Source: an optimization exercise on an open RTL-to-GDS flow (aim: small area). Production flows keep margins and buffers that such runs may drop.
Only simulation tests tie the RTL to the original design; equivalence was not proved.
Power figures rest on the tool's default switching activity, not on a simulated workload.

$ cat design/flow/standard.sh
#!/bin/bash
# synth_recipe.tcl (not shown) runs the flow's synth.tcl, then flattens the netlist and writes it again
# the make line also repeats each setting of config.mk as NAME=value (left out here)
make -C /OpenROAD-flow-scripts/flow DESIGN_CONFIG=/design/flow/config.mk WORK_HOME=/design/flow/orfs CLKGATE_MAP_FILE= SYNTH_SCRIPT=/design/flow/synth_recipe.tcl "${@:-finish}"
$ cat design/flow/config.mk
export PLATFORM = sky130hd
export DESIGN_NAME = nb_engine
export DESIGN_NICKNAME = nb_engine
export VERILOG_FILES = /design/flow/design.v
export SDC_FILE = /design/flow/constraint.sdc
export NUM_CORES = 4
export LEC_CHECK = 0
export CAP_MARGIN = 20
export CORE_MARGIN = 2
export CORE_UTILIZATION = 65
export SLEW_MARGIN = 20
$ cat design/flow/constraint.sdc
create_clock -name core_clock -period 8.0 [get_ports {clk}]
set_input_delay 1.6000 -clock core_clock [delete_from_list [all_inputs] [get_ports {clk}]]
set_output_delay 1.6000 -clock core_clock [all_outputs]
set_load 0.01 [all_outputs]
$ cat design/flow/flow/run.sh
#!/bin/bash
# Standard layout, with the port buffers made from the smallest buffer cell,
# the synthesis buffers removed before placement, and a clock tree of
# clkbuf_8 leaf clusters without dummy loads.
set -euo pipefail
export BUFFER_PORTS_ARGS="-buffer_cell sky130_fd_sc_hd__buf_1"
export REMOVE_ABC_BUFFERS=1
export CTS_ARGS="-sink_clustering_enable -repair_clock_nets -dont_use_dummy_load -sink_clustering_size 16 -sink_clustering_max_diameter 60 -buf_list sky130_fd_sc_hd__clkbuf_8"
bash standard.sh > standard.log 2>&1
$ cat design/flow/design.v
module nb_engine (
    input  wire         clk,
    input  wire         rst,
    input  wire         cmd_valid,
    output wire         cmd_ready,
    input  wire [127:0] cmd_desc,
    output wire         busy,
    input  wire         src_valid,
    output wire         src_ready,
    input  wire [31:0]  src_data,
    output wire         dst_valid,
    output wire [31:0]  dst_data,
    input  wire [15:0]  cfg_wait_bound,
    input  wire         cfg_rfin_clk_low,
    output wire         bus_clk,
    output wire         bus_nrd,
    output wire         bus_start,
    output wire         bus_doe,
    output wire [7:0]   bus_dout,
    input  wire [7:0]   bus_din,
    input  wire         bus_nwait,
    output wire         irq_inhibit,
    input  wire [15:0]  owm_in,
    output wire         owm_we,
    output wire [15:0]  owm_wdata,
    output wire [1:0]   status_code,
    output wire [1:0]   status_where,
    output wire [31:0]  status_index,
    output wire [39:0]  status_addr
);
    localparam [15:0] M_BUS = 16'h01FF;
    localparam [7:0] OPC_POKE = 8'h01;
    localparam [7:0] OPC_PEEK = 8'h02;
    localparam [5:0]
        S_IDLE   = 6'd0,
        S_END    = 6'd21,
        S_NRD    = 6'd9,
        S_START  = 6'd22,
        S_DIR    = 6'd8,
        S_AWAIT  = 6'd10,
        S_CE1    = 6'd2,
        S_CE2    = 6'd7,
        S_CE3    = 6'd16,
        S_CX1    = 6'd26,
        S_CX2    = 6'd27,
        S_WWAIT  = 6'd19,
        S_R_DIR  = 6'd28,
        S_R_NRD  = 6'd11,
        S_F_CLK  = 6'd1,
        S_F_NRD  = 6'd4,
        S_F_DIR  = 6'd29,
        S_FWAIT  = 6'd3,
        S_BEAT0  = 6'd32,
        S_RBEAT0 = 6'd34;
    reg [5:0]  seq;
    reg        ph_a;           
    reg        op_peek;
    reg [39:0] a;              
    reg [31:0] rn;             
    reg [31:0] i;              
    reg        step_r;         
    reg [31:0] w;              
    reg [15:0] cn;             
    reg        clk_r, nrd_r, start_r, doe_r;
    reg [7:0]  dout_r;
    reg        st_tmo, st_con;
    reg [1:0]  st_wh;
    reg [31:0] st_index;
    reg [39:0] st_addr;
    wire [7:0]  d_opc  = cmd_desc[127:120];
    wire [23:0] d_rsv  = cmd_desc[119:96];
    wire [31:0] d_n    = cmd_desc[95:64];
    wire [39:0] d_addr = cmd_desc[39:0];
    wire        d_ok   = (d_rsv == 24'd0) && (d_opc == OPC_POKE || d_opc == OPC_PEEK);
    wire c_up;
    wire [40:0] a_cy;
    wire [32:0] i_cy;
    wire [32:0] r_cy;
    wire [16:0] c_cy;
    assign a_cy[0] = step_r;
    assign i_cy[0] = step_r;
    assign r_cy[0] = step_r;
    assign c_cy[0] = c_up;
    genvar g;
    generate
        for (g = 0; g < 40; g = g + 1) begin : g_a
            if (g == 19) begin : g_la
                assign a_cy[g+1] = a_cy[0] & (&a[19:0]);
            end else begin : g_rp
                assign a_cy[g+1] = a_cy[g] & a[g];
            end
        end
        for (g = 0; g < 32; g = g + 1) begin : g_i
            assign i_cy[g+1] = i_cy[g] & i[g];
            assign r_cy[g+1] = r_cy[g] & rn[g];
        end
        for (g = 0; g < 16; g = g + 1) begin : g_c
            assign c_cy[g+1] = c_cy[g] & cn[g];
        end
    endgenerate
    wire [39:0] a_inc  = a ^ a_cy[39:0];
    wire [31:0] i_inc  = i ^ i_cy[31:0];
    wire [31:0] rn_inc = rn ^ r_cy[31:0];
    wire [15:0] c_inc  = cn ^ c_cy[15:0];
    wire        rn_hi  = &rn[31:1];
    wire        last   = rn_hi & !rn[0];    
    wire        fin    = rn_hi & rn[0];     
    wire        pg_end = (a[7:0] == 8'hFF);
    wire timeout = (cfg_wait_bound != 16'd0) && (cn == 16'hFFFE);
    wire [5:0] rfin_first = cfg_rfin_clk_low ? S_F_CLK : S_F_NRD;
    wire       s_beat = seq[5];
    wire [2:0] beat   = seq[4:2];
    wire s_drv  = s_beat && (seq[1:0] == 2'd0);
    wire s_smp  = s_beat && (seq[1:0] == 2'd3);
    wire s_d0   = (seq == S_BEAT0);
    wire rd     = !ph_a && op_peek;
    wire idle  = (seq == S_IDLE);
    wire s_end = (seq == S_END) || ((seq == S_NRD) && ph_a && !op_peek && fin);
    wire s_cx2 = (seq == S_CX2);
    wire in_cs = (s_beat && !rd) || (seq == S_CE2) || (seq == S_CE3) || (seq == S_CX1) || s_cx2;
    wire s_wait = (seq == S_AWAIT) || (seq == S_WWAIT) || (seq == S_FWAIT);
    wire w_ld   = (seq == S_NRD) && !ph_a && src_valid;
    wire w_sh   = (s_drv && !ph_a) || s_smp;
    wire w_hold = !w_ld && !w_sh;
    wire o_drv  = s_drv && !rst;
    wire o_a0   = o_drv && ph_a && (beat == 3'd0);
    wire o_a1   = o_drv && ph_a && (beat == 3'd1);
    wire o_a2   = o_drv && ph_a && (beat == 3'd2);
    wire o_a3   = o_drv && ph_a && (beat == 3'd3);
    wire o_a4   = o_drv && ph_a && beat[2];
    wire o_w    = o_drv && !ph_a;
    wire o_hold = !s_drv && !rst;
    wire smp_last = s_smp && (beat[1:0] == 2'd3);
    wire w_go     = (seq == S_WWAIT) && bus_nwait;
    wire step     = smp_last || w_go;
    wire beat_end = ph_a ? beat[2] : (beat[1:0] == 2'd3);
    wire tmo_ev = s_wait && !bus_nwait && timeout;
    wire st_we  = rst || tmo_ev || s_end || (idle && cmd_valid && !d_ok);
    assign c_up = s_wait;
    wire c_ld   = (seq == S_CE2);
    wire c_keep = c_up || (seq == S_CE3) || s_beat || (seq == S_CX1);
    assign cmd_ready    = idle;
    assign busy         = !idle;
    assign src_ready    = (seq == S_NRD) && !ph_a;
    assign dst_valid    = step_r && op_peek;
    assign dst_data     = w;
    assign bus_clk      = clk_r;
    assign bus_nrd      = nrd_r;
    assign bus_start    = start_r;
    assign bus_doe      = doe_r;
    assign bus_dout     = dout_r;
    assign irq_inhibit  = in_cs;
    assign owm_we       = s_d0 || s_cx2;
    assign owm_wdata    = s_cx2 ? ~cn : M_BUS;
    assign status_code  = {st_con, st_tmo};
    assign status_where = {st_con | (st_tmo & st_wh[1]), st_con | (st_tmo & st_wh[0])};
    assign status_index = st_index;
    assign status_addr  = st_addr;
    always @(posedge clk) begin
        step_r <= step && !rst;
        a  <= idle ? d_addr : a_inc;
        rn <= idle ? ~d_n : rn_inc;
        i  <= idle ? 32'd0 : i_inc;
        if (idle)
            op_peek <= (d_opc == OPC_PEEK);
        cn <= c_ld ? ~owm_in : (c_keep ? c_inc : ~cfg_wait_bound);
        w <= ({32{w_ld}} & src_data) | ({32{w_sh}} & {bus_din, w[31:8]}) | ({32{w_hold}} & w);
        dout_r <= ({8{o_a0}} & a[7:0])   | ({8{o_a1}} & a[15:8]) | ({8{o_a2}} & a[23:16]) |
                  ({8{o_a3}} & a[31:24]) | ({8{o_a4}} & a[39:32]) | ({8{o_w}} & w[7:0]) |
                  ({8{o_hold}} & dout_r);
        st_index <= ({32{tmo_ev}} & i) | ({32{!st_we}} & st_index);
        st_addr  <= ({40{tmo_ev}} & a) | ({40{!st_we}} & st_addr);
    end
    always @(posedge clk) begin
        if (rst) begin
            seq         <= S_IDLE;
            clk_r       <= 1'b0;
            nrd_r       <= 1'b1;
            start_r     <= 1'b0;
            doe_r       <= 1'b1;
            st_tmo      <= 1'b0;
            st_con      <= 1'b0;
            st_wh       <= 2'd0;
        end else begin
            if (tmo_ev) begin
                st_tmo <= 1'b1;
                st_con <= 1'b0;
                st_wh  <= (seq == S_AWAIT) ? 2'd0 : (seq == S_WWAIT) ? 2'd1 : 2'd2;
                seq    <= S_IDLE;
            end else if (s_beat) begin
                case (seq[1:0])
                    2'd0: begin
                        if (ph_a)
                            start_r <= (beat == 3'd0);
                        seq[1:0] <= 2'd1;
                    end
                    2'd1: begin
                        clk_r    <= 1'b1;
                        seq[1:0] <= rd ? 2'd3 : 2'd2;
                    end
                    2'd2: begin
                        clk_r <= 1'b0;
                        if (rd)
                            seq[1:0] <= 2'd1;
                        else if (beat_end)
                            seq <= S_CX1;
                        else
                            seq <= {1'b1, beat + 3'd1, 2'd0};
                    end
                    default: begin
                        if (beat[1:0] != 2'd3)
                            seq <= {1'b1, beat + 3'd1, 2'd2};
                        else
                            seq <= (!last && !pg_end) ? S_R_DIR : rfin_first;
                    end
                endcase
            end else begin
                case (seq)
                    S_IDLE: begin
                        ph_a <= 1'b1;
                        if (cmd_valid) begin
                            if (d_ok) begin
                                seq <= S_NRD;
                            end else begin
                                st_tmo <= 1'b0;
                                st_con <= 1'b1;
                            end
                        end
                    end
                    S_END: begin
                        st_tmo <= 1'b0;
                        st_con <= 1'b0;
                        seq    <= S_IDLE;
                    end
                    S_NRD: begin
                        if (s_end) begin
                            st_tmo <= 1'b0;
                            st_con <= 1'b0;
                            seq    <= S_IDLE;
                        end else if (ph_a || src_valid)
                            seq <= S_START;
                    end
                    S_START: begin if (ph_a) start_r <= 1'b1; seq <= S_DIR; end
                    S_DIR:   seq <= ph_a ? S_AWAIT : S_CE1;
                    S_AWAIT: if (bus_nwait) seq <= S_CE1;
                    S_CE1:   seq <= S_CE2;
                    S_CE2:   seq <= S_CE3;
                    S_CE3:   seq <= S_BEAT0;
                    S_CX1:   seq <= S_CX2;
                    S_CX2: begin
                        if (ph_a) begin
                            if (!op_peek) begin
                                ph_a <= 1'b0;
                                seq  <= S_NRD;
                            end else begin
                                ph_a <= 1'b0;
                                seq  <= fin ? rfin_first : S_R_DIR;
                            end
                        end else
                            seq <= S_WWAIT;
                    end
                    S_WWAIT: begin
                        if (bus_nwait) begin
                            if (last)
                                seq <= S_END;
                            else begin
                                ph_a <= pg_end;
                                seq  <= S_NRD;
                            end
                        end
                    end
                    S_R_DIR: begin doe_r <= 1'b0; seq <= S_R_NRD; end
                    S_R_NRD: begin nrd_r <= 1'b0; seq <= S_RBEAT0; end
                    S_F_CLK: begin clk_r <= 1'b0; seq <= S_F_NRD; end
                    S_F_NRD: begin nrd_r <= 1'b1; seq <= S_F_DIR; end
                    S_F_DIR: begin doe_r <= 1'b1; seq <= S_FWAIT; end
                    S_FWAIT: begin
                        if (bus_nwait) begin
                            ph_a <= 1'b1;
                            seq  <= fin ? S_END : S_NRD;
                        end
                    end
                    default: seq <= S_IDLE;
                endcase
            end
        end
    end
endmodule
==> run summary, run 1 <==
The run finished with no timing, DRC or antenna violations. The average instance in the mapped netlist occupies 9.167 µm². After synthesis, the largest family of logic cells by area is simple AND/OR/NAND/NOR gates. The detailed placer's ending HPWL is 21430 µm. The antenna violation net count after detailed routing is 0. Summing over every cut layer, the via total after detailed routing is 9857. The worst path required time came out at 8.38 ns. The largest buffer count on any clock path came out at 3. The remaining routing DRC violations is 0. The worst setup path is captured at a flop. The wire length reported by the detailed router came out at 29630 µm. The tree built by TritonCTS fans out to 249 sinks. For this run, the detailed router's first-pass iteration total came to 6. The setup path with the least slack is of type flop to flop.

Global routing finished with a remaining overflow of 0. The initial antenna violation count came out at 0. The transition time of the tightest slew-check pin is 0.9668 ns.

The number of global-route vias before repair came to between 9000 and 10000. In this run the power density over the cells is 283.7 mW/mm². Headroom to the max-slew limit came out at 35.05%.

The final routed wire length divided by cell count is approximately 17 µm. STA classifies the critical path startpoint as a flop. The floorplan die area is 0.01799 mm². The number of storage elements in the synthesis netlist came out at 249. The number of buffer cells added on primary ports is 323. The source-to-sink clock delay at the later pin of the worst-skew pair is 0.52 ns. The maximum clock frequency came out at 151.6 MHz. In this run, synthesis inferred 2 flip-flops with an integrated enable.

At the end of routability-driven placement, the weighted congestion stood at ~0.93. The minimum clock period is approximately 6.6 ns. The number of endpoints failing setup at the final stage is 0. The portion of synthesized area spent on multiplexers is 0.4773%. TritonCTS built the clock tree. The max-capacitance violation count is 0. Dividing the final minimum period by the clock period gives 82.44%. The top fanout value on the critical path came out at 5. For this run, the post-layout net count is 1804. The first global-routing pass estimated 46040 µm of wire.

The total number of yosys warnings came out at 1. The fraction of registers with async set/reset came out at 0%. The post-synthesis share of cell area spent on full adders, half adders and majority gates came out at 13.64%.

In the final layout, the share of cells above drive strength 1 is between 3 and 4%. The total I/O pin count came out at ~350. In this design, the stage delay of the slowest critical-path cell is 0.44 ns. Synthesis produced about 1200 cells. The number of antenna cells inserted is 0. The critical-path cell with the highest stage delay is sky130_fd_sc_hd__dfxtp_1. The most numerous cell on the critical path is sky130_fd_sc_hd__ha_1. Final hold analysis gives a worst-case slack of around 0.46 ns. The mean number of vias per cell is 5.812. The buffer count from post-CTS setup fixing came out at 0. Once the floorplan was initialized, standard cells occupied about two thirds of the core. Entering global routing, the biggest net connects between 90 and 100 pins. The cell count of the worst reg-to-reg path came out at 34. The post-CTS resize count is 0. The violation count after the first detailed-route iteration is 808.

The post-synthesis compound-gate area fraction came out at 16.91%. The total core area came out at 0.01658 mm². The arrival time at the worst endpoint is 6.97 ns. The number of pins with negative max-slew slack in the final report came out at 0. The clock-pin slew on the worst setup and hold paths came out at 0.10 ns. The worst supply voltage drop on vdd came out at 0.4475 mV. In the synthesized netlist the dominant register cell turns out to be sky130_fd_sc_hd__dfxtp_1. After Yosys synthesis, and, or, nand and nor cells account for 19.24% of the synthesized area. The leakage dissipation is approximately 5.5 nW. The synthesized netlist devotes less than 1% of its cell area to XOR and XNOR gates.

The root buffer selected by CTS is sky130_fd_sc_hd__clkbuf_8. The post-synthesis cell type count is 60. Clock tree synthesis inserted a total of 19 buffers.

Compared with the post-synthesis result, the final layout area differs by 13.49%. The number of rows in the core area is 47. For this design, the CTS-stage hold fixing added 0 buffers. After routing, the total negative slack on setup checks comes to 0 ns. The number of H-tree branching levels came out at 1.

Clock skew on the completed layout was measured at 0.01552 ns. The share of synthesized area occupied by flip-flops and latches is 45.46%. The die width is 134.1 µm. The final hold violation count was 0. The cell area that synthesis handed to floorplanning was ~0.011 mm². Setup repair after global routing left no endpoint under its margin. The number of cells on the worst hold path came out at 2. The total global routing track utilization is 31.63%. The die outline height came out at approximately 130 µm. The path category of the worst min-delay check is flop to flop.
-- metrics by stage --
stage	util, %	cell area, µm²	worst slack, ns	cells	power [W]
after floorplan	-	10630	1.771	1123	0.002551
after global routing	75.34	12490	1.125	1696	0.003796
after CTS	75.28	12480	1.402	1696	0.003538
after global placement	73.71	12220	1.584	1677	0.002900
final	75.34	12490	1.405	1696	0.003545
after detailed placement	73.71	12220	1.416	1677	0.002957
-- registers in the layout, indices dropped and copies added, names as in the netlist, 2 cells and up, named ones only --
| register | cells |
|---|---|
| cn | 16 |
| w | 32 |
| dout_r | 8 |
| st_addr | 40 |
| seq | 5 |
| st_wh | 2 |
| rn | 32 |
| a | 40 |
| i | 32 |
| st_index | 32 |
-- cells by family after synthesis --
group,count (synthesis)
muxes,5
xor gates and xnor gates,7
DFF,249
AOI/OAI and AO/OA,264
buffers and inverters,87
and+or+nand+nor,469
adders and majority gates,120
-- layout by cell type, fill, tap and decap left out, types with 3 or more instances in the layout --
master and instances:
sky130_fd_sc_hd__a21o_1 3, sky130_fd_sc_hd__a21oi_1 16, sky130_fd_sc_hd__a222oi_1 8, sky130_fd_sc_hd__a22o_1 72, sky130_fd_sc_hd__a22oi_1 40, sky130_fd_sc_hd__a311oi_1 3, sky130_fd_sc_hd__a31oi_1 6, sky130_fd_sc_hd__and2_1 38
sky130_fd_sc_hd__and3_1 7, sky130_fd_sc_hd__buf_1 323, sky130_fd_sc_hd__buf_4 11, sky130_fd_sc_hd__clkbuf_8 19, sky130_fd_sc_hd__dfxtp_1 247, sky130_fd_sc_hd__ha_1 120, sky130_fd_sc_hd__inv_1 8, sky130_fd_sc_hd__mux2i_1 3
sky130_fd_sc_hd__nand2_1 298, sky130_fd_sc_hd__nand2b_1 4, sky130_fd_sc_hd__nand3_1 22, sky130_fd_sc_hd__nand4_1 18, sky130_fd_sc_hd__nor2_1 28, sky130_fd_sc_hd__nor2_2 3, sky130_fd_sc_hd__nor2b_1 7, sky130_fd_sc_hd__nor3_1 7
sky130_fd_sc_hd__nor4_1 13, sky130_fd_sc_hd__o21a_1 4, sky130_fd_sc_hd__o21ai_0 89, sky130_fd_sc_hd__or3_1 6, sky130_fd_sc_hd__xnor2_1 4, sky130_fd_sc_hd__xor2_1 3
-- where the power goes --
| part | leakage [nW] | switching [W] | internal, W |
|---|---|---|---|
| logic | 3.32 | 0.000780 | 0.000391 |
| clock network | 0.137 | 0.000387 | 0.000215 |
| registers | 2.04 | 0.000245 | 0.00153 |
| total | 5.50 | 0.00141 | 0.00213 |
-- critical path, delay by kind of cell, from the launching register on --
kind | cells | cell delay [ns]
fa+ha+maj | 31 | 5.75
simple gates | 1 | 0.06
flops | 1 | 0.44
xor+xnor | 1 | 0.14
compound gates | 1 | 0.08
-- layout make-up --
cell class	instances	area, µm²
tap	220	275.3
timing repair buffer	334	1295
inverter	9	33.78
fill	1268	4089
clock buffer	19	261.5
sequential	249	5005
multi-input combinational	865	5624
-- Yosys cell counts, drive strengths merged (2+ instances only) --
cell type | instances | area share, %
nand2 | 298 | 10
dfxtp | 247 | 45
ha | 120 | 14
o21ai | 89 | 4.0
a22o | 72 | 5.7
clkbuf | 55 | 1.9
a22oi | 40 | 2.7
and2 | 38 | 2.2
nor2 | 31 | 1.1
nand3 | 24 | 1.1
buf | 23 | 1.5
nand4 | 18 | 1.0
a21oi | 16 | 0.73
nor4 | 15 | 0.97
inv | 9 | 0.31
a222oi | 8 | 0.73
and3 | 8 | 0.45
nor2b | 7 | 0.40
nor3 | 7 | 0.32
a31oi | 6 | 0.34
or3 | 6 | 0.34
nand2b | 4 | 0.23
o21a | 4 | 0.27
xnor2 | 4 | 0.32
a21o | 3 | 0.20
a311oi | 3 | 0.24
mux2i | 3 | 0.27
nor3b | 3 | 0.20
xor2 | 3 | 0.24
a2111oi | 2 | 0.16
a211o | 2 | 0.16
a211oi | 2 | 0.25
a221o | 2 | 0.18
a221oi | 2 | 0.16
a41oi | 2 | 0.16
and4 | 2 | 0.18
edfxtp | 2 | 0.55
mux2 | 2 | 0.20
nand3b | 2 | 0.14
o2111ai | 2 | 0.16
o22ai | 2 | 0.11
or2 | 2 | 0.11
-- worst paths after layout --
check	startpoint	to	slack, ns
worst max-delay path	step_r	rn[31]	1.41
worst min register to register	w[26]	w[26]	0.46
worst max register to register	step_r	rn[31]	1.41
worst min-delay path	w[26]	w[26]	0.46
-- routing by layer --
metal | GRT usage (%) | part of all wire [%]
met1 | 40.63 | 42
met2 | 54.76 | 48
met3 | 4.535 | 6.9
met4 | 10.88 | 3.2
met5 | 0 | 0
==> run 2: changes to the inputs <==
--- a/design/flow/design.v
+++ b/design/flow/design.v
@@ -136,6 +136,7 @@
     wire beat_end = ph_a ? beat[2] : (beat[1:0] == 2'd3);
     wire tmo_ev = s_wait && !bus_nwait && timeout;
     wire st_we  = rst || tmo_ev || s_end || (idle && cmd_valid && !d_ok);
+    wire tmo_st = tmo_ev && !rst;          
     assign c_up = s_wait;
     wire c_ld   = (seq == S_CE2);
     wire c_keep = c_up || (seq == S_CE3) || s_beat || (seq == S_CX1);
@@ -168,8 +169,8 @@
         dout_r <= ({8{o_a0}} & a[7:0])   | ({8{o_a1}} & a[15:8]) | ({8{o_a2}} & a[23:16]) |
                   ({8{o_a3}} & a[31:24]) | ({8{o_a4}} & a[39:32]) | ({8{o_w}} & w[7:0]) |
                   ({8{o_hold}} & dout_r);
-        st_index <= ({32{tmo_ev}} & i) | ({32{!st_we}} & st_index);
-        st_addr  <= ({40{tmo_ev}} & a) | ({40{!st_we}} & st_addr);
+        st_index <= ({32{tmo_st}} & i) | ({32{!st_we}} & st_index);
+        st_addr  <= ({40{tmo_st}} & a) | ({40{!st_we}} & st_addr);
     end
     always @(posedge clk) begin
         if (rst) begin
--- a/design/flow/config.mk
+++ b/design/flow/config.mk
@@ -8,4 +8,6 @@
 export CAP_MARGIN = 20
 export CORE_MARGIN = 2
 export CORE_UTILIZATION = 65
+export GPL_ROUTABILITY_DRIVEN = 0
+export GPL_TIMING_DRIVEN = 0
 export SLEW_MARGIN = 20
==> run 2 against run 1 <==
Routed wire length fell by 5.0%. Sequential power grew 8%. Register-to-register slack improved by 0.12 ns. Area after synthesis up 0.58%. Setup slack gained 0.12 ns. Global-route usage is 1.1 points lower. First-iteration DRC count down 32%. Non-clock buffer count down 2. Combinational power up 14%. Total power is 8.5% higher. Sequential cell count is the same. Highest routed layer is now met5.
==> run summary, run 2 <==
The total I/O pin count is 348 (unchanged). The post-synth design cell area is 0.01107 mm² (was 0.01101 mm²). The synthesis-to-finish area growth was 14.86% (was 13.49%). The critical-path cell with the highest stage delay is sky130_fd_sc_hd__dfxtp_1 (unchanged).

The post-synthesis cell type count is 67 (was 60). The post-route non-filler standard cell count came out at 1706 (was 1696). The number of pins with negative max-slew slack in the final report came out at 0 (unchanged).

The arrival time at the worst endpoint is 6.87 ns (was 6.97 ns). The startpoint kind of the worst setup timing path is a flop (unchanged). The combined flip-flop and latch cell area came out at 0.005005 mm² (unchanged).

The final hold violation count is 0 (unchanged). Result of the run: no timing/DRC/antenna violations (unchanged). The die width came out at 134.5 µm (was 134.1 µm).

The total of hold buffers inserted after clock tree synthesis is 0 (unchanged). Leading registers by flop count: a x40, st_addr x40 (unchanged). The top fanout value on the critical path was 5 (unchanged).

RSZ-0062 raised after global routing: no (unchanged). The critical path buffer and inverter count came out at 0 (unchanged). The clock-pin slew on the worst setup and hold paths was 0.10 ns (about the same). The length of the first detailed-routing pass in iterations was 5 (was 6).

The number of nets in the finished design is 1814 (was 1804). The synthesized instance count is 1205 (was 1201). The die outline height is 134.5 µm (was 134.1 µm). The minimum clock period is 6.479 ns (was 6.595 ns). The maximum clock frequency is 154.3 MHz (was 151.6 MHz).

The total via count after detailed routing came out at 9692 (was 9857). The mean number of vias per cell is 5.681 (was 5.812). The cell type group with the largest total delay on the critical path was adder cells (unchanged). The post-CTS resize count came to 0 (unchanged). The worst supply voltage drop on vdd is 0.2298 mV (was 0.4475 mV).

The peak per-stage delay on the critical path is 0.41 ns (was 0.44 ns). The floorplan die area came out at 0.01810 mm² (was 0.01799 mm²). The leakage dissipation is 5.683 nW (was 5.498 nW).

The share of cells above drive strength 1 is 3.096% (was 3.252%). The CTS tree is yes (unchanged). The minimum setup slack after placement is 1.502 ns (was 1.416 ns). The wire length of the first global-routing pass is 45110 µm (was 46040 µm). The core occupancy in the finished layout is 76.42% (was 75.34%). The number of storage elements in the synthesis netlist is 249 (unchanged). The kind of capture point of the worst setup path is a flop (unchanged). The path category of the worst min-delay check is flop to flop (unchanged). The most common cell in the synthesized netlist is sky130_fd_sc_hd__nand2_1 (unchanged). The source-to-sink clock delay at the later pin of the worst-skew pair is 0.53 ns (was 0.52 ns). The count of flip-flops with a built-in enable after synthesis came to 2 (unchanged).

The clock net sink count came out at 249 (unchanged). The number of endpoints failing setup at the final stage is 0 (unchanged). The share of synthesized area occupied by flip-flops and latches is 45.20% (was 45.46%). Top library cells by usage in the layout, fill and taps aside: sky130_fd_sc_hd__buf_1 (323), sky130_fd_sc_hd__nand2_1 (288), sky130_fd_sc_hd__dfxtp_1 (247), sky130_fd_sc_hd__ha_1 (120), sky130_fd_sc_hd__a22o_1 (72) (was sky130_fd_sc_hd__buf_1 (323), sky130_fd_sc_hd__nand2_1 (298), sky130_fd_sc_hd__dfxtp_1 (247), sky130_fd_sc_hd__ha_1 (120), sky130_fd_sc_hd__o21ai_0 (89)).

The portion of synthesized cell area occupied by the leading cell type came out at 44.66% (was 44.91%). Leading post-synthesis cells by instance count: sky130_fd_sc_hd__nand2_1 (288), sky130_fd_sc_hd__dfxtp_1 (247), sky130_fd_sc_hd__ha_1 (120) (was sky130_fd_sc_hd__nand2_1 (298), sky130_fd_sc_hd__dfxtp_1 (247), sky130_fd_sc_hd__ha_1 (120)). The most common library cell in the layout ignoring fill and taps is sky130_fd_sc_hd__buf_1 (unchanged). The largest buffer count on any clock path came to 3 (unchanged). The initial antenna violation count is 1 (was 0). The total number of yosys warnings is 1 (unchanged). The total core area was 0.01664 mm² (was 0.01658 mm²). The worst hold margin came out at 0.4574 ns (was 0.4638 ns). The wire length reported by the detailed router came out at 28150 µm (was 29630 µm).

The area of the multi-input gates came to 0.005724 mm² (was 0.005624 mm²). The register-to-register setup slack is 1.52 ns (was 1.41 ns). The fraction of registers with async set/reset came to 0% (unchanged). The total global routing track utilization is 30.52% (was 31.63%). The final routed wire length divided by cell count is 16.50 µm (was 17.47 µm). The dominant synthesized flop cell was sky130_fd_sc_hd__dfxtp_1 (unchanged). Ranking of synthesized cells by area: sky130_fd_sc_hd__dfxtp_1 (45%), sky130_fd_sc_hd__ha_1 (14%), sky130_fd_sc_hd__nand2_1 (9.8%) (was sky130_fd_sc_hd__dfxtp_1 (45%), sky130_fd_sc_hd__ha_1 (14%), sky130_fd_sc_hd__nand2_1 (10%)).

The number of buffers inserted during clock tree synthesis was 20 (was 19). The total power divided by cell area came out at 302.4 mW/mm² (was 283.7 mW/mm²). The buffer count from post-CTS setup fixing came out at 0 (unchanged).

The antenna violation net count after detailed routing is 0 (unchanged). The synthesized area divided by synthesized cell count came out at 9.189 µm² (was 9.167 µm²). The max-capacitance violation count is 0 (unchanged). The total congestion overflow was 0 (unchanged). The number of global-route vias before repair came to 9334 (was 9186). The top cell type by total area after synthesis is sky130_fd_sc_hd__dfxtp_1 (unchanged).

The transition time of the tightest slew-check pin came to 0.9547 ns (was 0.9668 ns). The largest clock skew in the final design came out at 0.03754 ns (was 0.01552 ns). The classification of the worst setup path is flop to flop (unchanged). The setup TNS came out at 0 ns (unchanged). The number of buffer cells added on primary ports is 323 (unchanged). The root buffer selected by CTS is sky130_fd_sc_hd__clkbuf_8 (unchanged). The filler cell count came out at 1271 (was 1268). The maximum number of pins on one net before global-route repair came out at 56 (was 94).

The number of antenna cells inserted came out at 0 (unchanged). The setup slack of the critical path after layout was 1.521 ns (was 1.405 ns). The detailed placer's ending HPWL is 21380 µm (was 21430 µm).

The final clock period utilization by the worst path was 80.99% (was 82.44%). The number of H-tree branching levels is 1 (unchanged). The violation count after the first detailed-route iteration is 547 (was 808). The cell count after placement is 1686 (was 1677). The most numerous cell on the critical path is sky130_fd_sc_hd__ha_1 (unchanged).

The number of rows in the core area is 47 (unchanged). The worst path required time came out at 8.39 ns (was 8.38 ns). The worst slew margin relative to its limit came out at 36.27% (was 35.05%). The starting density of the core came out at 66.54% (was 66.39%). The remaining routing DRC violations came out at 0 (unchanged).
-- run 2: cell types whose count changed after synthesis, moves of 8 or more --
cell                       before  now
sky130_fd_sc_hd__o21ai_1        0   40
sky130_fd_sc_hd__nand2_1      298  288
sky130_fd_sc_hd__nor2_1        30   42
sky130_fd_sc_hd__a222oi_1       8    0
sky130_fd_sc_hd__o21ai_0       89   39
-- run 2: cells by family (layout without fill, tap and decap cells) --
family	Yosys count	count (layout)	share of synthesized area [%]
flip-flops	249	249	45.20
AO/OA/AOI/OAI	266	266	16.78
XOR/XNOR	6	6	0.4747
buffers and inverters	82	363	3.457
AND/OR/NAND/NOR	476	476	19.97
multiplexers	5	5	0.4746
adder cells (fa/ha/maj)	121	121	13.65
-- run 2: per-stage QoR --
step,area (µm²),total power (W)
after floorplan,10730,0.002754
after global placement,12220,0.003166
after detailed placement,12440,0.003258
after CTS,12710,0.003853
after global routing,12720,0.004150
final,12720,0.003846
-- run 2: worst min-delay path, stage by stage, from the launching register on --
cell                      delay, ns
sky130_fd_sc_hd__dfxtp_1       0.33
sky130_fd_sc_hd__nand2_1       0.05
sky130_fd_sc_hd__nand2_1       0.04
-- run 2: area by class of cell --
class,count,area share (%)
inverters,11,0.3246
multi-input cells,874,45.01
repair buffers,332,10.99
well taps,220,2.164
clock buffers,20,2.164
flip-flops and latches,249,39.35
-- run 2: power breakdown --
| group | internal, W | switching (W) |
|---|---|---|
| Combinational | 0.000496 | 0.000832 |
| Sequential | 0.00159 | 0.000323 |
| Clock | 0.000226 | 0.000384 |
| Total | 0.00231 | 0.00154 |
-- run 2: per-layer routing --
layer	routed length, µm	track usage [%]	up-vias
li1	-	-	4838
met1	11640	38.64	4412
met2	13290	52.49	375
met3	2352	6.456	65
met4	860	9.357	2
met5	15	0	-
-- run 2: final timing paths --
path / startpoint / to / cells past startpoint
setup reg to reg: step_r / rn[31] / 34
setup / recovery: step_r / rn[31] / 34
hold / removal: w[23] / w[23] / 2
hold reg to reg: w[23] / w[23] / 2
==> run 3: changes to the inputs <==
--- a/design/flow/config.mk
+++ b/design/flow/config.mk
@@ -8,6 +8,4 @@
 export CAP_MARGIN = 20
 export CORE_MARGIN = 2
 export CORE_UTILIZATION = 65
-export GPL_ROUTABILITY_DRIVEN = 0
-export GPL_TIMING_DRIVEN = 0
 export SLEW_MARGIN = 20
==> run 3 against run 2 <==
Via count is 0.28% higher. Combinational power hardly changed. Cell area is 0.99% lower. Setup slack worse by 0.022 ns. Total power is 0.80% lower. Utilization is 0.76 points lower. Die area stayed put. Non-clock buffer count is 1 lower. Synthesized cell count stayed put. Global-route usage is 0.40 points higher. Area after synthesis stayed put. Sequential cell count stayed put. Critical path type unchanged.
==> run summary, run 3 <==
The worst supply voltage drop on vdd came out at 0.5340 mV (was 0.2298 mV). The buffer count from post-CTS setup fixing came out at 0 (unchanged). The cell internal power dissipation is 0.002270 W (was 0.002308 W). The total power divided by cell area came out at 303.0 mW/mm² (was 302.4 mW/mm²). The number of antenna cells inserted was 0 (unchanged).

The root buffer selected by CTS is sky130_fd_sc_hd__clkbuf_8 (unchanged). The number of buffers inserted during clock tree synthesis came out at 20 (unchanged). The post-synthesis cell type count is 67 (unchanged). The setup TNS came to 0 ns (unchanged). RSZ-0062 raised after global routing: no (unchanged). The worst slew margin relative to its limit is 38.19% (was 36.27%). The number of rows in the core area was 47 (unchanged). The path category of the worst min-delay check is flop to flop (unchanged). The die outline height came out at 134.5 µm (unchanged). The arrival time at the worst endpoint is 6.90 ns (was 6.87 ns). The total chip power came out at 0.003816 W (was 0.003846 W). The number of pins with negative max-slew slack in the final report came out at 0 (unchanged). The synthesis-to-finish area growth was 13.72% (was 14.86%).

The share of synthesized area occupied by flip-flops and latches came out at 45.20% (unchanged). The startpoint of the tightest hold check path is a[25] (was w[23]). The startpoint kind of the worst setup timing path is a flop (unchanged). The initial antenna violation count is 1 (unchanged). The minimum clock period is 6.502 ns (was 6.479 ns). The largest buffer count on any clock path was 3 (unchanged). The number of buffer cells added on primary ports is 323 (unchanged). The final hold violation count was 0 (unchanged). Leading registers by flop count: a x40, st_addr x40 (unchanged). The CTS tree is yes (unchanged). The total of hold buffers inserted after clock tree synthesis is 0 (unchanged). The number of nets in the finished design is 1813 (was 1814). The total core area is 0.01664 mm² (unchanged).

The starting density of the core is 66.54% (unchanged). The leakage dissipation came out at 5.638 nW (was 5.683 nW). The number of storage elements in the synthesis netlist came to 249 (unchanged).

The proportion of power drawn by flip-flops and latches came out at 49.4% (was 49.6%). The wire length reported by the detailed router came out at 28460 µm (was 28150 µm). The floorplan die area is 0.01810 mm² (unchanged). The kind of capture point of the worst setup path is a flop (unchanged). The length of the first detailed-routing pass in iterations was 5 (unchanged). Ranking of synthesized cells by area: sky130_fd_sc_hd__dfxtp_1 (45%), sky130_fd_sc_hd__ha_1 (14%), sky130_fd_sc_hd__nand2_1 (9.8%) (unchanged). The clock net sink count came out at 249 (unchanged). The total global routing track utilization is 30.92% (was 30.52%). The portion of synthesized cell area occupied by the leading cell type is 44.66% (unchanged). The post-CTS resize count is 0 (unchanged). The number of H-tree branching levels is 1 (unchanged). The synthesized area divided by synthesized cell count came out at 9.189 µm² (unchanged). The mean number of vias per cell is 5.700 (was 5.681). The total congestion overflow was 0 (unchanged). The number of endpoints failing setup at the final stage is 0 (unchanged). The classification of the worst setup path is flop to flop (unchanged).

The combinational group share of total power is 34.6% (was 34.5%). The final clock period utilization by the worst path was 81.27% (was 80.99%). The transition time of the tightest slew-check pin came out at 0.9271 ns (was 0.9547 ns).

The most common cell in the synthesized netlist was sky130_fd_sc_hd__nand2_1 (unchanged). The share of cells above drive strength 1 came out at 3.030% (was 3.096%). The total I/O pin count came out at 348 (unchanged).

The placer congestion estimate came out at 0.9383. The switching share of power is 40.50% (was 39.99%). Top library cells by usage in the layout, fill and taps aside: sky130_fd_sc_hd__buf_1 (323), sky130_fd_sc_hd__nand2_1 (288), sky130_fd_sc_hd__dfxtp_1 (247), sky130_fd_sc_hd__ha_1 (120), sky130_fd_sc_hd__a22o_1 (72) (unchanged).

The violation count after the first detailed-route iteration is 559 (was 547). The fraction of registers with async set/reset came to 0% (unchanged). The critical-path cell with the highest stage delay was sky130_fd_sc_hd__dfxtp_1 (unchanged).

The clock network fraction of total power came out at 15.9% (was 15.8%). The total number of yosys warnings is 1 (unchanged). The switching power came out at 0.001545 W (was 0.001538 W). Leading post-synthesis cells by instance count: sky130_fd_sc_hd__nand2_1 (288), sky130_fd_sc_hd__dfxtp_1 (247), sky130_fd_sc_hd__ha_1 (120) (unchanged). The remaining routing DRC violations is 0 (unchanged). The most common library cell in the layout ignoring fill and taps is sky130_fd_sc_hd__buf_1 (unchanged). The total via count after detailed routing is 9719 (was 9692). The source-to-sink clock delay at the later pin of the worst-skew pair is 0.54 ns (was 0.53 ns).

The post-synth design cell area came out at 0.01107 mm² (unchanged). The count of flip-flops with a built-in enable after synthesis came out at 2 (unchanged). The top cell type by total area after synthesis is sky130_fd_sc_hd__dfxtp_1 (unchanged).

The worst flop-to-flop path startpoint is step_r (unchanged). The clock-pin slew on the worst setup and hold paths is 0.10 ns (about the same). The antenna violation net count after detailed routing was 0 (unchanged). The maximum number of pins on one net before global-route repair came out at 79 (was 56). The number of global-route vias before repair came out at 9177 (was 9334). The die width came to 134.5 µm (unchanged).

The dominant synthesized flop cell is sky130_fd_sc_hd__dfxtp_1 (unchanged). The beginning of the critical path is step_r (unchanged). The max-capacitance violation count came out at 0 (unchanged). The detailed placer's ending HPWL came to 20880 µm (was 21380 µm). The peak per-stage delay on the critical path is 0.41 ns (about the same). The minimum setup slack after placement is 1.499 ns (was 1.502 ns). The wire length of the first global-routing pass came to 45440 µm (was 45110 µm). The worst path required time came to 8.40 ns (was 8.39 ns). The largest clock skew in the final design came to 0.06036 ns (was 0.03754 ns). The maximum clock frequency came to 153.8 MHz (was 154.3 MHz). The final routed wire length divided by cell count is 16.69 µm (was 16.50 µm).

The synthesized instance count is 1205 (unchanged). Result of the run: no timing/DRC/antenna violations (unchanged). The top fanout value on the critical path came out at 5 (unchanged). The most numerous cell on the critical path was sky130_fd_sc_hd__ha_1 (unchanged). The setup slack of the critical path after layout is 1.498 ns (was 1.521 ns).
[run 3: cell types whose count changed in the layout (fill, tap and decap cells not counted), moves of 2 or more]
| cell | delta |
|---|---|
| sky130_fd_sc_hd__buf_4 | +8 |
| sky130_fd_sc_hd__buf_12 | -4 |
| sky130_fd_sc_hd__buf_16 | -3 |
| sky130_fd_sc_hd__buf_6 | -2 |
[run 3: kinds of logic after synthesis]
| group | synth area share (%) |
|---|---|
| XOR/XNOR | 0.4747 |
| AND/OR/NAND/NOR | 19.97 |
| multiplexers | 0.4746 |
| buffers and inverters | 3.457 |
| flip-flops | 45.20 |
| AO/OA/AOI/OAI | 16.78 |
| adder cells (fa/ha/maj) | 13.65 |
[run 3: area by class of cell]
type / instances / area (µm²)
repair buffers: 331 / 1272
well taps: 220 / 275.3
fillers: 1308 / 4050
clock buffers: 20 / 275.3
flip-flops and latches: 249 / 5005
multi-input cells: 874 / 5723
inverters: 11 / 41.29
[run 3: per-stage QoR]
| stage | utilization, % | cell area [µm²] | std cells | hold WS, ns |
|---|---|---|---|---|
| 3_5_place_dp | 73.91 | 12300 | 1685 | 0.4493 |
| 6_report | 75.66 | 12590 | 1705 | 0.4600 |
| 3_3_place_gp | 73.91 | 12300 | 1685 | 0.4438 |
| 5_1_grt | 75.66 | 12590 | 1705 | 0.4763 |
| 2_1_floorplan | - | 10730 | 1134 | 0.4264 |
| 4_1_cts | 75.57 | 12580 | 1705 | 0.4634 |
[run 3: power groups by stage]
stage | Clock [W] | Sequential (W) | Combinational (W)
4_1_cts | 0.000619 | 0.00188 | 0.00132
3_5_place_dp | 0 | 0.00191 | 0.00131
2_1_floorplan | 0 | 0.00188 | 0.000879
3_3_place_gp | 0 | 0.00190 | 0.00127
6_report | 0.000608 | 0.00189 | 0.00132
5_1_grt | 0.000662 | 0.00192 | 0.00153
[run 3: routing by layer]
layer / track usage [%] / wire [µm] / vias to the layer above
met1: 39.87 / 12140 / 4432
met2: 53.06 / 13500 / 383
met4: 8.947 / 769 / 2
met5: 0 / 15 / -
li1: - / - / 4835
met3: 5.893 / 2035 / 67
[run 3: final timing paths]
| path | end | slack, ns | cells after the start |
|---|---|---|---|
| worst max-delay path | rn[31] | 1.50 | 34 |
| worst min-delay path | dout_r[1] | 0.46 | 2 |
| worst max register to register | rn[31] | 1.50 | 34 |
| worst min register to register | dout_r[1] | 0.46 | 2 |
[run 3: worst max-delay path: cells and delay by family, from the launching register on]
family,cells,cell delay (ns)
and+or+nand+nor,1,0.06
DFF,1,0.41
adders and majority gates,31,5.70
AOI/OAI and AO/OA,1,0.07
xor gates and xnor gates,1,0.14
==> run 4: changes to the inputs <==
--- a/design/flow/design.v
+++ b/design/flow/design.v
@@ -186,7 +186,7 @@
             if (tmo_ev) begin
                 st_tmo <= 1'b1;
                 st_con <= 1'b0;
-                st_wh  <= (seq == S_AWAIT) ? 2'd0 : (seq == S_WWAIT) ? 2'd1 : 2'd2;
+                st_wh  <= {!ph_a && op_peek, !ph_a && !op_peek};
                 seq    <= S_IDLE;
             end else if (s_beat) begin
                 case (seq[1:0])
==> run 4 against run 3 <==
Still clean. Global-route usage is 0.85 points lower. Hold slack better by 0.0032 ns. Die area is 1.6% lower. First-iteration DRC count is 25% higher. Maximum frequency is 2.1% lower. Setup slack worse by 0.14 ns.
==> run summary, run 4 <==
Result of the run: no timing/DRC/antenna violations (unchanged). The register-to-register setup slack is 1.36 ns (was 1.50 ns). The path category of the worst min-delay check is flop to flop (unchanged).

The most common library cell in the layout ignoring fill and taps is sky130_fd_sc_hd__buf_1 (unchanged). The number of storage elements in the synthesis netlist is 249 (unchanged). The die width was 133.5 µm (was 134.5 µm). The placement-stage cell area is 0.01214 mm² (was 0.01230 mm²). The total of hold buffers inserted after clock tree synthesis came out at 0 (unchanged). Leading post-synthesis cells by instance count: sky130_fd_sc_hd__nand2_1 (276), sky130_fd_sc_hd__dfxtp_1 (247), sky130_fd_sc_hd__ha_1 (120) (was sky130_fd_sc_hd__nand2_1 (288), sky130_fd_sc_hd__dfxtp_1 (247), sky130_fd_sc_hd__ha_1 (120)). The worst slew margin relative to its limit is 32.48% (was 38.19%).

The peak per-stage delay on the critical path came out at 0.41 ns (about the same). The die outline height is 133.5 µm (was 134.5 µm). The post-synthesis cell type count was 65 (was 67).

The top fanout value on the critical path came out at 9 (was 5). Top library cells by usage in the layout, fill and taps aside: sky130_fd_sc_hd__buf_1 (323), sky130_fd_sc_hd__nand2_1 (275), sky130_fd_sc_hd__dfxtp_1 (247), sky130_fd_sc_hd__ha_1 (120), sky130_fd_sc_hd__o21ai_0 (79) (was sky130_fd_sc_hd__buf_1 (323), sky130_fd_sc_hd__nand2_1 (288), sky130_fd_sc_hd__dfxtp_1 (247), sky130_fd_sc_hd__ha_1 (120), sky130_fd_sc_hd__a22o_1 (72)). The mean number of vias per cell is 5.689 (was 5.700). The number of rows in the core area was 47 (unchanged). The clock net sink count came out at 249 (unchanged). The largest buffer count on any clock path came out at 3 (unchanged).

The final clock period utilization by the worst path came out at 83.03% (was 81.27%). The synthesized area divided by synthesized cell count is 9.351 µm² (was 9.189 µm²). The violation count after the first detailed-route iteration is 699 (was 559). The CTS tree is yes (unchanged). The starting density of the core is 66.16% (was 66.54%). The terminus of the critical flop-to-flop path is rn[31] (unchanged).

The synthesized instance count is 1165 (was 1205). The cell count of the worst reg-to-reg path is 34 (unchanged). The beginning of the critical path is rn[0] (was step_r).

The leakage dissipation came out at 5.482 nW (was 5.638 nW). The post-CTS resize count came out at 0 (unchanged). The maximum clock frequency is 150.5 MHz (was 153.8 MHz). The wire length reported by the detailed router came to 27770 µm (was 28460 µm). The fraction of registers with async set/reset is 0% (unchanged). The final hold violation count is 0 (unchanged). The largest clock skew in the final design is 0.03107 ns (was 0.06036 ns). The most numerous cell on the critical path is sky130_fd_sc_hd__ha_1 (unchanged).

Leading registers by flop count: a x40, st_addr x40 (unchanged). The arrival time at the worst endpoint came out at 7.03 ns (was 6.90 ns). The kind of capture point of the worst setup path was a flop (unchanged). The share of synthesized area occupied by flip-flops and latches came out at 45.94% (was 45.20%).

The remaining routing DRC violations was 0 (unchanged). The placer congestion estimate is 0.9415 (was 0.9383). The cell depth of the worst setup path came out at 34 (unchanged). The length of the first detailed-routing pass in iterations came out at 6 (was 5). The post-synth design cell area came to 0.01089 mm² (was 0.01107 mm²). The portion of synthesized cell area occupied by the leading cell type was 45.39% (was 44.66%). The number of buffer cells added on primary ports came to 323 (unchanged). The number of global-route vias before repair came out at 9041 (was 9177). The share of cells above drive strength 1 is 3.108% (was 3.030%). The critical path buffer and inverter count is 0 (unchanged). The number of pins with negative max-slew slack in the final report was 0 (unchanged).

The number of buffers inserted during clock tree synthesis came out at 19 (was 20). The worst supply voltage drop on vdd is 0.4902 mV (was 0.5340 mV). The total congestion overflow came out at 0 (unchanged).

The total chip power is 0.003468 W (was 0.003816 W). The startpoint of the tightest hold check path is w[24] (was a[25]). The initial antenna violation count came out at 0 (was 1). The final routed wire length divided by cell count came to 16.65 µm (was 16.69 µm).

The worst hold margin was 0.4632 ns (was 0.4600 ns). The number of H-tree branching levels came out at 1 (unchanged). The total I/O pin count came out at 348 (unchanged). The top cell type by total area after synthesis is sky130_fd_sc_hd__dfxtp_1 (unchanged). The total number of yosys warnings is 1 (unchanged). The number of endpoints failing setup at the final stage is 0 (unchanged).

The critical-path cell with the highest stage delay was sky130_fd_sc_hd__dfxtp_1 (unchanged). The detailed placer's ending HPWL came out at 20230 µm (was 20880 µm). The total global routing track utilization came out at 30.07% (was 30.92%). The antenna violation net count after detailed routing is 0 (unchanged). The floorplan die area is 0.01781 mm² (was 0.01810 mm²). The max-capacitance violation count is 0 (unchanged).

The setup TNS is 0 ns (unchanged). The count of flip-flops with a built-in enable after synthesis is 2 (unchanged). The dominant synthesized flop cell is sky130_fd_sc_hd__dfxtp_1 (unchanged). The clock-pin slew on the worst setup and hold paths came out at 0.10 ns (about the same).

The cell type group with the largest total delay on the critical path is adder cells (unchanged). The most common cell in the synthesized netlist is sky130_fd_sc_hd__nand2_1 (unchanged). The number of antenna cells inserted came out at 0 (unchanged). The worst path required time is 8.39 ns (was 8.40 ns). The total via count after detailed routing came out at 9489 (was 9719). The synthesis-to-finish area growth was 13.86% (was 13.72%). The transition time of the tightest slew-check pin came out at 1.011 ns (was 0.9271 ns). The classification of the worst setup path was flop to flop (unchanged). The startpoint kind of the worst setup timing path is a flop (unchanged). The wire length of the first global-routing pass came out at 43900 µm (was 45440 µm). The design area is 0.01240 mm² (was 0.01259 mm²).

RSZ-0062 raised after global routing: no (unchanged). The worst flop-to-flop path startpoint was rn[0] (was step_r). The total power divided by cell area came out at 279.6 mW/mm² (was 303.0 mW/mm²). The root buffer selected by CTS is sky130_fd_sc_hd__clkbuf_8 (unchanged). The maximum number of pins on one net before global-route repair came out at 80 (was 79).

The minimum clock period came out at 6.642 ns (was 6.502 ns). The source-to-sink clock delay at the later pin of the worst-skew pair came to 0.52 ns (was 0.54 ns). The buffer count from post-CTS setup fixing is 0 (unchanged). Ranking of synthesized cells by area: sky130_fd_sc_hd__dfxtp_1 (45%), sky130_fd_sc_hd__ha_1 (14%), sky130_fd_sc_hd__nand2_1 (9.5%) (was sky130_fd_sc_hd__dfxtp_1 (45%), sky130_fd_sc_hd__ha_1 (14%), sky130_fd_sc_hd__nand2_1 (9.8%)). The number of cells on the worst hold path is 2 (unchanged). The total core area came out at 0.01647 mm² (was 0.01664 mm²).

The core occupancy in the finished layout is 75.33% (was 75.66%). The endpoint with the worst hold slack is w[24] (was dout_r[1]). The number of nets in the finished design came to 1776 (was 1813).
-- run 4: area by class of cell --
class | count | area [µm²]
multi-input combinational | 837 | 5545
sequential | 249 | 5005
fill | 1291 | 4061
timing repair buffer | 331 | 1272
tap | 220 | 275.3
clock buffer | 19 | 261.5
inverter | 12 | 45.04
-- run 4: kinds of logic (layout without fill, tap and decap cells) --
| logic type | after synthesis | after routing | share of synthesized area (%) |
|---|---|---|---|
| simple gates | 440 | 440 | 18.33 |
| compound gates | 265 | 265 | 17.48 |
| flops | 249 | 249 | 45.94 |
| fa+ha+maj | 120 | 120 | 13.78 |
| buf+inv | 79 | 362 | 3.423 |
| xor+xnor | 7 | 7 | 0.5628 |
| mux | 5 | 5 | 0.4824 |
-- run 4: tightest hold or removal path: cells and delay by family (launching register included) --
kind / cells / cell delay, ns
DFF: 1 / 0.33
and+or+nand+nor: 2 / 0.10
-- run 4: report_power, final --
| group | internal, W | switching [W] | leakage (nW) |
|---|---|---|---|
| Sequential | 0.00153 | 0.000256 | 2.05 |
| Clock | 0.000215 | 0.000377 | 0.137 |
| Combinational | 0.000377 | 0.000711 | 3.30 |
-- run 4: worst max path at each step --
stage | slack [ns] | end
floorplan | -0.49 | st_addr[0]
global placement | 1.57 | rn[31]
detailed placement | 1.40 | rn[31]
CTS | 1.34 | rn[31]
global route | 1.01 | rn[31]
finish | 1.36 | rn[31]
-- run 4: per-stage QoR --
stage	std cells	setup WS (ns)
after floorplan	1098	-0.4858
after global placement	1649	1.574
after detailed placement	1649	1.397
after CTS	1668	1.336
after global routing	1668	1.010
final	1668	1.358
-- run 4: layer usage --
metal,routed length (µm),vias to the layer above,global-route usage [%],part of all wire (%)
met1,11770,4340,38.73,42
li1,-,4725,-,-
met4,767,0,10.05,2.8
met2,12990,364,50.03,47
met3,2244,60,7.040,8.1
met5,0,-,0,0
==> run 5: changes to the inputs <==
--- a/design/flow/design.v
+++ b/design/flow/design.v
@@ -186,7 +186,7 @@
             if (tmo_ev) begin
                 st_tmo <= 1'b1;
                 st_con <= 1'b0;
-                st_wh  <= {!ph_a && op_peek, !ph_a && !op_peek};
+                st_wh  <= (seq == S_AWAIT) ? 2'd0 : (seq == S_WWAIT) ? 2'd1 : 2'd2;
                 seq    <= S_IDLE;
             end else if (s_beat) begin
                 case (seq[1:0])
==> design/flow/flow/run.sh (replaced) <==
#!/bin/bash
# Standard layout, with the port buffers made from the smallest buffer cell,
# the synthesis buffers removed before placement, and a clock tree of
# clkbuf_8 leaf clusters without dummy loads.
set -euo pipefail
export BUFFER_PORTS_ARGS="-buffer_cell sky130_fd_sc_hd__buf_1"
export REMOVE_ABC_BUFFERS=1
export CTS_ARGS="-sink_clustering_enable -repair_clock_nets -dont_use_dummy_load -sink_clustering_size 18 -sink_clustering_max_diameter 50 -buf_list sky130_fd_sc_hd__clkbuf_8"
bash standard.sh > standard.log 2>&1
==> run 5 against run 4 <==
Routed wire length up 2.7%. Area after synthesis up 1.6%. Sequential share of layout area down 0.82 points. Still clean on timing, DRC and antenna. Critical endpoint unchanged. Maximum frequency up 1.4%. Clock-buffer cell count up 6. Largest cell class unchanged. Global-route usage up 0.91 points. Setup slack better by 0.095 ns. Non-clock buffer count unchanged. Critical path depth unchanged. Clock power up 14%. First-iteration DRC count down 28%. Clock skew up 0.025 ns.
==> run summary, run 5 <==
The synthesized instance count came out at 1205 (was 1165). The most common library cell in the layout ignoring fill and taps is sky130_fd_sc_hd__buf_1 (unchanged). The total number of yosys warnings came out at 1 (unchanged).

The floorplan die area came out at 0.01810 mm² (was 0.01781 mm²). The buffer count from post-CTS setup fixing is 0 (unchanged). The die outline height came out at 134.5 µm (was 133.5 µm).

The endpoint with the worst hold slack was st_index[2] (was w[24]). The number of cells on the worst hold path is 1 (was 2). The dominant synthesized flop cell is sky130_fd_sc_hd__dfxtp_1 (unchanged).

The maximum clock frequency came to 152.7 MHz (was 150.5 MHz). The startpoint kind of the worst setup timing path is a flop (unchanged). The proportion of synthesized area in mux cells was 0.4746% (was 0.4824%). The kind of capture point of the worst setup path is a flop (unchanged). The total congestion overflow came to 0 (unchanged). The fraction of registers with async set/reset is 0% (unchanged). The final clock period utilization by the worst path came to 81.85% (was 83.03%). The mean number of vias per cell was 5.678 (was 5.689). RSZ-0062 raised after global routing: no (unchanged). The area of the multi-input gates is 0.005723 mm² (was 0.005545 mm²). The arrival time at the worst endpoint came out at 6.93 ns (was 7.03 ns). The top cell type by total area after synthesis is sky130_fd_sc_hd__dfxtp_1 (unchanged).

The max-capacitance violation count came to 0 (unchanged). Result of the run: no timing/DRC/antenna violations (unchanged). The most common cell in the synthesized netlist is sky130_fd_sc_hd__nand2_1 (unchanged).

The wire length reported by the detailed router came out at 28530 µm (was 27770 µm). The post-synthesis compound-gate area fraction is 16.78% (was 17.48%). The critical-path cell with the highest stage delay is sky130_fd_sc_hd__dfxtp_1 (unchanged). The initial antenna violation count is 1 (was 0).

The final hold violation count was 0 (unchanged). Leading post-synthesis cells by instance count: sky130_fd_sc_hd__nand2_1 (288), sky130_fd_sc_hd__dfxtp_1 (247), sky130_fd_sc_hd__ha_1 (120) (was sky130_fd_sc_hd__nand2_1 (276), sky130_fd_sc_hd__dfxtp_1 (247), sky130_fd_sc_hd__ha_1 (120)). The beginning of the critical path is step_r (was rn[0]). The number of buffers inserted during clock tree synthesis came out at 25 (was 19). The register-to-register setup slack is 1.45 ns (was 1.36 ns). The filler cell count is 1312 (was 1291). The peak per-stage delay on the critical path came to 0.40 ns (was 0.41 ns).

The cell count of the worst reg-to-reg path is 34 (unchanged). The total power divided by cell area came to 306.7 mW/mm² (was 279.6 mW/mm²). The worst path required time is 8.38 ns (was 8.39 ns). The maximum number of pins on one net before global-route repair came to 79 (was 80). The design area came out at 0.01266 mm² (was 0.01240 mm²). The setup TNS is 0 ns (unchanged). The transition time of the tightest slew-check pin is 0.9305 ns (was 1.011 ns). The portion of synthesized cell area occupied by the leading cell type came out at 44.66% (was 45.39%). The worst slew margin relative to its limit came to 37.97% (was 32.48%). The post-synthesis share of cell area spent on full adders, half adders and majority gates came to 13.65% (was 13.78%).

The path category of the worst min-delay check was flop to flop (unchanged). The antenna violation net count after detailed routing came out at 0 (unchanged). The detailed placer's ending HPWL is 20880 µm (was 20230 µm). The share of cells above drive strength 1 came out at 3.356% (was 3.108%). The number of H-tree branching levels is 1 (unchanged). The largest clock skew in the final design is 0.05571 ns (was 0.03107 ns). The clock-pin slew on the worst setup and hold paths came out at 0.09 ns (was 0.10 ns). The final routed wire length divided by cell count came to 16.69 µm (was 16.65 µm).

The total core area is 0.01664 mm² (was 0.01647 mm²). The minimum clock period was 6.548 ns (was 6.642 ns). The share of synthesized area occupied by flip-flops and latches came out at 45.20% (was 45.94%). The number of nets in the finished design is 1818 (was 1776).

Leading registers by flop count: a x40, st_addr x40 (unchanged). The die width is 134.5 µm (was 133.5 µm). The root buffer selected by CTS is sky130_fd_sc_hd__clkbuf_8 (unchanged). The clock net sink count came out at 249 (unchanged). The starting density of the core is 66.54% (was 66.16%). The synthesis-to-finish area growth is 14.34% (was 13.86%).

The classification of the worst setup path is flop to flop (unchanged). The main combinational cell family by area after synthesis is simple AND/OR/NAND/NOR gates (unchanged). The post-route non-filler standard cell count came out at 1710 (was 1668). The length of the first detailed-routing pass in iterations came out at 6 (unchanged). The startpoint of the tightest hold check path is i[2] (was w[24]).

The leakage dissipation came out at 5.674 nW (was 5.482 nW). The terminus of the critical flop-to-flop path is rn[31] (unchanged). The total of hold buffers inserted after clock tree synthesis is 0 (unchanged).

Top library cells by usage in the layout, fill and taps aside: sky130_fd_sc_hd__buf_1 (323), sky130_fd_sc_hd__nand2_1 (288), sky130_fd_sc_hd__dfxtp_1 (247), sky130_fd_sc_hd__ha_1 (120), sky130_fd_sc_hd__a22o_1 (72) (was sky130_fd_sc_hd__buf_1 (323), sky130_fd_sc_hd__nand2_1 (275), sky130_fd_sc_hd__dfxtp_1 (247), sky130_fd_sc_hd__ha_1 (120), sky130_fd_sc_hd__o21ai_0 (79)). The placer congestion estimate is 0.9383 (was 0.9415). The total I/O pin count came out at 348 (unchanged). The number of rows in the core area came to 47 (unchanged). The number of antenna cells inserted is 0 (unchanged). The number of buffer cells added on primary ports came out at 323 (unchanged). The post-CTS resize count is 0 (unchanged). The CTS tree is yes (unchanged). The top fanout value on the critical path was 5 (was 9). The post-synth design cell area came out at 0.01107 mm² (was 0.01089 mm²). The number of global-route vias before repair is 9215 (was 9041). The violation count after the first detailed-route iteration was 505 (was 699).

The number of endpoints failing setup at the final stage was 0 (unchanged). The most numerous cell on the critical path was sky130_fd_sc_hd__ha_1 (unchanged). The remaining routing DRC violations is 0 (unchanged). The combined flip-flop and latch cell area is 0.005005 mm² (unchanged). The minimum setup slack after placement came to 1.499 ns (was 1.397 ns). The count of flip-flops with a built-in enable after synthesis was 2 (unchanged).

The largest buffer count on any clock path came to 3 (unchanged). The area share of xor/xnor cells in the synthesized design came out at 0.4746% (was 0.5628%). The worst flop-to-flop path startpoint is step_r (was rn[0]). The setup slack of the critical path after layout came out at 1.452 ns (was 1.358 ns).

The wire length of the first global-routing pass is 45630 µm (was 43900 µm). The total via count after detailed routing came out at 9709 (was 9489). The post-synthesis cell type count is 67 (was 65). Ranking of synthesized cells by area: sky130_fd_sc_hd__dfxtp_1 (45%), sky130_fd_sc_hd__ha_1 (14%), sky130_fd_sc_hd__nand2_1 (9.8%) (was sky130_fd_sc_hd__dfxtp_1 (45%), sky130_fd_sc_hd__ha_1 (14%), sky130_fd_sc_hd__nand2_1 (9.5%)). The total global routing track utilization came to 30.98% (was 30.07%). The cell count after placement is 1685 (was 1649). The simple logic cell fraction of the synthesized area came out at 19.97% (was 18.33%). The number of storage elements in the synthesis netlist came to 249 (unchanged). The worst supply voltage drop on vdd came to 0.5311 mV (was 0.4902 mV). The placement-stage cell area was 0.01230 mm² (was 0.01214 mm²). The source-to-sink clock delay at the later pin of the worst-skew pair came out at 0.55 ns (was 0.52 ns). The synthesized area divided by synthesized cell count is 9.189 µm² (was 9.351 µm²). The number of pins with negative max-slew slack in the final report is 0 (unchanged).
==> run 5: cell type report <==
cell class	instances	area share, %
clock buffers	25	2.718
inverters	11	0.3261
multi-input cells	874	45.20
flip-flops and latches	249	39.53
well taps	220	2.174
repair buffers	331	10.05
==> run 5: through the flow <==
stage	utilization, %	hold WS (ns)	total power [W]
2_1_floorplan	-	0.4264	0.002754
3_3_place_gp	73.91	0.4438	0.003165
3_5_place_dp	73.91	0.4493	0.003220
4_1_cts	75.98	0.4505	0.003886
5_1_grt	76.08	0.4710	0.004178
6_report	76.08	0.4471	0.003883
==> run 5: cell families (layout without fill, tap and decap cells) <==
group | after synthesis | in the layout
buffers and inverters | 82 | 367
multiplexers | 5 | 5
AO/OA/AOI/OAI | 266 | 266
XOR/XNOR | 6 | 6
AND/OR/NAND/NOR | 476 | 476
adder cells (fa/ha/maj) | 121 | 121
flip-flops | 249 | 249
==> run 5: how the worst max path moves through the flow <==
stage                        end  cells after the start  slack, ns
after floorplan           rn[31]                     34       1.81
after global placement    rn[31]                     34       1.66
after detailed placement  rn[31]                     34       1.50
after CTS                 rn[31]                     34       1.43
after global routing      rn[31]                     34       1.15
final                     rn[31]                     34       1.45
==> run 5: routing by layer <==
metal  share of wire, %  GRT usage [%]  vias up
met5              0.046              0        -
met4                2.5          8.947        2
met3                8.0          6.231       58
met2                 48          53.20      371
met1                 42          39.72     4428
li1                   -              -     4850
==> run 5: power breakdown <==
| part | switching, W | internal (W) |
|---|---|---|
| clock | 0.000395 | 0.000278 |
| sequential | 0.000300 | 0.00159 |
| combinational | 0.000865 | 0.000458 |
| total | 0.00156 | 0.00232 |
==> run 5: worst max-delay path, delay by kind of cell, from the launching register on <==
family,cells,cell delay [ns]
flops,1,0.40
compound gates,1,0.07
fa+ha+maj,31,5.72
simple gates,1,0.06
xor+xnor,1,0.14

## static timing again, ports no longer ideal
No port has a modelled driver above. Below, the same layouts with a new extraction and two added sets of constraints. Step 1: set_driving_cell puts a clkbuf_16 on clk and a buf_2 on each other input, an assumption about the parent block. Step 2 times the ports against the registers' clock, not the clock port: input delays grow and output delays shrink by t, the midpoint of the rising clock arrivals with the driver on. a / b / c = ideal ports / drivers / drivers and shift; a / b = the first two.
run | t, ns | setup WS [ns] | latest minus earliest clock arrival (ns) | pins driven straight from the clock port
run 1 | 0.558 | 1.405 / 1.405 / 1.405 | 0.016 / 0.016 | 1
run 2 | 0.549 | 1.521 / 1.521 / 1.521 | 0.038 / 0.038 | 1
run 3 | 0.555 | 1.498 / 1.498 / 1.498 | 0.062 / 0.062 | 1
run 4 | 0.546 | 1.358 / 1.358 / 1.358 | 0.031 / 0.031 | 1
run 5 | 0.570 | 1.452 / 1.452 / 1.452 | 0.060 / 0.060 | 1
After both steps setup and hold are still met in every run listed.
